Source: an optimization exercise on an open RTL-to-GDS flow (aim: small area, a short achievable clock period and few clock cycles per item). Production flows keep margins and buffers that such runs may drop.
Only simulation tests tie the RTL to the original design; equivalence was not proved.
No activity file was given, so power comes from the tool's default toggle rates.

// rfser_chframe
module rfser_chframe (
    input  wire        clk,
    input  wire        rst,           
    input  wire        start,
    output wire        ready,
    input  wire [4:0]  chan_count,    
    input  wire [4:0]  chan_start,    
    input  wire [1:0]  fs_mode,       
    input  wire        rangecheck,
    input  wire        ctr_load,
    input  wire [15:0] ctr_value,
    output reg  [4:0]  tab_addr,
    input  wire [15:0] ch_out,
    input  wire [15:0] ch_center,
    input  wire [15:0] fs_val,
    output reg         out_valid,
    input  wire        out_ready,
    output reg  [7:0]  out_byte,
    output reg         out_last
);
Size in the first run: roughly 660 cells after synthesis, about 98 flip-flops, roughly 6400 um^2 of cells after synthesis.
clock: 33.0 ns
lec_check: 0
cap_margin: 20
core_margin: 2
core_utilization: 40
place_density: 0.6
slew_margin: 20
standard.sh (not shown) runs the stock make flow with config.mk's settings and CLKGATE_MAP_FILE= SYNTH_SCRIPT=/design/flow/synth_recipe.tcl, a recipe that flattens the netlist after the stock synthesis.
==> flow/flow/run.sh <==
#!/bin/bash
# Layout: the standard flow (standard synthesis unchanged), except that the
# buffer placed on every input and output port is the smallest buffer cell
# (sky130_fd_sc_hd__buf_1) instead of the one buffer_ports picks by default.
# Each tool's full output goes to a log file of its own in this folder.
set -euo pipefail
bash standard.sh synth > synth.log 2>&1
bash standard.sh "BUFFER_PORTS_ARGS=-buffer_cell sky130_fd_sc_hd__buf_1" finish > layout.log 2>&1
Testbench counts at the start, summed over its fixed seeds: cycles 15,852, frames 384.
Change:
==> flow/flow/run.sh (replaced) <==
#!/bin/bash
# Layout: the standard flow (standard synthesis unchanged), except that
#  - the buffer placed on every input and output port is the smallest buffer
#    cell (sky130_fd_sc_hd__buf_1) instead of the one buffer_ports picks, and
#  - clock tree synthesis builds the tree from clkbuf_8 cells and inserts no
#    dummy balancing loads.
# Each tool's full output goes to a log file of its own in this folder.
set -euo pipefail
bash standard.sh synth > synth.log 2>&1
bash standard.sh \
  "BUFFER_PORTS_ARGS=-buffer_cell sky130_fd_sc_hd__buf_1" \
  "CTS_ARGS=-sink_clustering_enable -repair_clock_nets -dont_use_dummy_load -buf_list sky130_fd_sc_hd__clkbuf_8" \
  finish > layout.log 2>&1
- SLEW_MARGIN: 20 -> 60
The new run passed the timing, DRC and antenna checks; final cell count drops by about 0.5%; maximum frequency increases by 3.9%; power is lower by about 8%; design area drops by 2.0%; routed wire length shrinks by about 1.9%; die area is unchanged; setup slack improves by 0.30 ns; via count drops by 1.1%.

Setup of v38:
rfser_chframe, a different RTL version from the one above (not shown whole).
Size: roughly 680 cells after synthesis, roughly 95 flip-flops, roughly 98 I/O pins, roughly 6300 um^2 of cells after synthesis.
==> flow/design.v (excerpt) <==
module rfser_chframe (
    input  wire        clk,
    input  wire        rst,           
    input  wire        start,
    output wire        ready,
    input  wire [4:0]  chan_count,    
    input  wire [4:0]  chan_start,    
    input  wire [1:0]  fs_mode,       
    input  wire        rangecheck,
    input  wire        ctr_load,
    input  wire [15:0] ctr_value,
    output reg  [4:0]  tab_addr,
    input  wire [15:0] ch_out,
    input  wire [15:0] ch_center,
    input  wire [15:0] fs_val,
    output reg         out_valid,
    input  wire        out_ready,
    output reg  [7:0]  out_byte,
    output reg         out_last
);
==> flow/config.mk <==
export PLATFORM = sky130hd
export DESIGN_NAME = rfser_chframe
export DESIGN_NICKNAME = rfser_chframe
export VERILOG_FILES = /design/flow/design.v
export SDC_FILE = /design/flow/constraint.sdc
export NUM_CORES = 4
export LEC_CHECK = 0
export CAP_MARGIN = 20
export CORE_MARGIN = 2
export CORE_UTILIZATION = 40
export PLACE_DENSITY = 0.6
export SLEW_MARGIN = 60
==> flow/constraint.sdc <==
create_clock -name core_clock -period 33.0 [get_ports {clk}]
set_input_delay 6.6000 -clock core_clock [delete_from_list [all_inputs] [get_ports {clk}]]
set_output_delay 6.6000 -clock core_clock [all_outputs]
set_load 0.01 [all_outputs]
==> flow/flow/run.sh <==
#!/bin/bash
# Layout: the standard flow (standard synthesis unchanged), except that
#  - the buffer placed on every input and output port is the smallest buffer
#    cell (sky130_fd_sc_hd__buf_1) instead of the one buffer_ports picks, and
#  - clock tree synthesis inserts no dummy balancing loads.
# Each tool's full output goes to a log file of its own in this folder.
set -euo pipefail
bash standard.sh synth > synth.log 2>&1
bash standard.sh \
  "BUFFER_PORTS_ARGS=-buffer_cell sky130_fd_sc_hd__buf_1" \
  "CTS_ARGS=-sink_clustering_enable -repair_clock_nets -dont_use_dummy_load" \
  finish > layout.log 2>&1
v38 went all the way through the flow, and no timing, DRC or antenna check failed.
Testbench counts of v38, summed over its fixed seeds: cycles 15,852, frames 384.
The inputs of v31 differ from those of v38 as listed below.
==> flow/flow/run.sh <==
#!/bin/bash
# Layout: the standard flow (standard synthesis unchanged), except that
#  - the buffer placed on every input and output port is the smallest buffer
#    cell (sky130_fd_sc_hd__buf_1) instead of the one buffer_ports picks,
#  - clock tree synthesis builds the tree from clkbuf_8 cells and inserts no
#    dummy balancing loads, and
#  - timing repair aims at a setup slack of 25.4 ns (the clock period and the
#    constraints are the design's; only the repair target is raised).
# Each tool's full output goes to a log file of its own in this folder.
set -euo pipefail
bash standard.sh synth > synth.log 2>&1
bash standard.sh \
  "BUFFER_PORTS_ARGS=-buffer_cell sky130_fd_sc_hd__buf_1" \
  "CTS_ARGS=-sink_clustering_enable -repair_clock_nets -dont_use_dummy_load -buf_list sky130_fd_sc_hd__clkbuf_8" \
  SETUP_SLACK_MARGIN=25.4 \
  finish > layout.log 2>&1
Notes after the runs:
- Delta (v31 minus v38): minimum period implied by the final worst setup slack -0.35 ns, net count of the finished layout +10.
- [compare] base=v38 new=v31: share of cell area taken by flip-flops and latches -0.19 points; power +about 1%; count of multi-input combinational gates ~0 delta; clock power -30%.
- | final cell count | higher: v31 |
- The critical path capture point comes out tab_addr[4] in one run and out_byte[7]$_SDFFCE_PP0P_ in the other, namely in v31 and v38 respectively.
- Xor and xnor area share after synthesis: v38 vs v31 identical
- Clock network power share for v31: 4.6 points down relative to v38
- Against v38, clock skew in v31 came out worse.
diff inputs: v31 => v41
==> flow/flow/run.sh <==
#!/bin/bash
# Layout: the standard flow (standard synthesis unchanged), except that
#  - the buffer placed on every input and output port is the smallest buffer
#    cell (sky130_fd_sc_hd__buf_1) instead of the one buffer_ports picks, and
#  - clock tree synthesis builds the tree from clkbuf_8 cells and inserts no
#    dummy balancing loads.
# Each tool's full output goes to a log file of its own in this folder.
set -euo pipefail
bash standard.sh synth > synth.log 2>&1
bash standard.sh \
  "BUFFER_PORTS_ARGS=-buffer_cell sky130_fd_sc_hd__buf_1" \
  "CTS_ARGS=-sink_clustering_enable -repair_clock_nets -dont_use_dummy_load -buf_list sky130_fd_sc_hd__clkbuf_8" \
  finish > layout.log 2>&1
## What came out
In summary, v41 completed successfully, with a layout that passed the timing, DRC and antenna checks. Compare v31 and v41 | post-layout minimum cycle time lower: v31. For v31, the destination of the critical timing path was tab_addr[4], unlike v41, where it was out_byte[7]$_SDFFCE_PP0P_. v41 vs v31, final-stage net count went down by 10. Share of the cycle needed by the critical path after routing sits higher in v41 than in v31. Compared v41 against v31; global routing usage on met3 within noise. Of the two values seen for category of the critical setup timing path, flop to flop was produced by v41 and flop to output pin by v31.

Setup of old:
Another version of the RTL of rfser_chframe (not shown whole).
Size in the first run: roughly 0.0061 mm^2 of cells after synthesis.
Settings: LEC_CHECK=0, CAP_MARGIN=20, CORE_MARGIN=2, CORE_UTILIZATION=55, PLACE_DENSITY=0.7, SLEW_MARGIN=60; clock period 33.0 ns.
==> flow/flow/run.sh <==
#!/bin/bash
# Layout: the standard flow (standard synthesis unchanged), except that
#  - the buffer placed on every input and output port is the smallest buffer
#    cell (sky130_fd_sc_hd__buf_1) instead of the one buffer_ports picks,
#  - clock tree synthesis builds the tree from clkbuf_8 cells and inserts no
#    dummy balancing loads, and
#  - timing repair aims at a setup slack of 25.4 ns (the clock period and the
#    constraints are the design's; only the repair target is raised).
# Each tool's full output goes to a log file of its own in this folder.
set -euo pipefail
bash standard.sh synth > synth.log 2>&1
bash standard.sh \
  "BUFFER_PORTS_ARGS=-buffer_cell sky130_fd_sc_hd__buf_1" \
  "CTS_ARGS=-sink_clustering_enable -repair_clock_nets -dont_use_dummy_load -buf_list sky130_fd_sc_hd__clkbuf_8" \
  SETUP_SLACK_MARGIN=25.4 \
  finish > layout.log 2>&1
old did not stop at any stage, and its layout met the timing, DRC and antenna checks.
Testbench counts of old, summed over its fixed seeds: cycles 15,852, frames 384.
diff inputs: old => new
- swapping 0.7 for 0.6 in PLACE_DENSITY
- swapping 55 for 40 in CORE_UTILIZATION
--- outcome ---
new finished every stage and its layout cleared the timing, DRC and antenna checks.
new vs old — area growth from synthesis to layout rose 1.7 points.
Relative to old, global-route usage decreased by 5.3 points in new.
A destination of the critical timing path of tab_addr[4] is what old shows, while tab_addr[2] belongs to new.
new ends up with a worst hold slack across all endpoints that is 0.022 ns lower than in old.
Compared with old, in new met2 wirelength from detailed routing moved down; final area now sits higher.

==> separate check: timing with driven ports <==
Ports are ideal in the flow. The routed layouts listed here were re-timed in OpenROAD. Step 1 assumes that a clkbuf_16 drives the clock port and a buf_2 every other input. Step 2, shift: input delay + t, output delay - t, t = (earliest + latest rising clock arrival at the registers) / 2. This alone moves slack from input paths to output paths. Three values: ideal, step 1, step 2; two values: the first two.
| run | t (ns) | slack for setup (ns) | clock arrival spread, ns |
|---|---|---|---|
| the first run of note 1 | 0.387 | 25.065 / 25.075 / 24.688 | 0.008 / 0.009 |
| the second run of note 1 | 0.396 | 25.362 / 25.344 / 25.026 | 0.030 / 0.030 |
| v38 | 0.385 | 25.100 / 25.100 / 25.075 | 0.017 / 0.017 |
| v31 | 0.395 | 25.446 / 25.409 / 25.179 | 0.030 / 0.030 |
| v41 | 0.401 | 25.105 / 25.105 / 25.074 | 0.024 / 0.024 |
| old | 0.389 | 25.447 / 25.434 / 25.072 | 0.025 / 0.025 |
| new | 0.407 | 25.461 / 25.423 / 25.139 | 0.027 / 0.026 |
After both steps setup and hold are still met in every run listed. For the first run of note 1, which loses most, drivers alone change the setup slack by +0.010 ns; drivers and shift together by -0.377 ns.
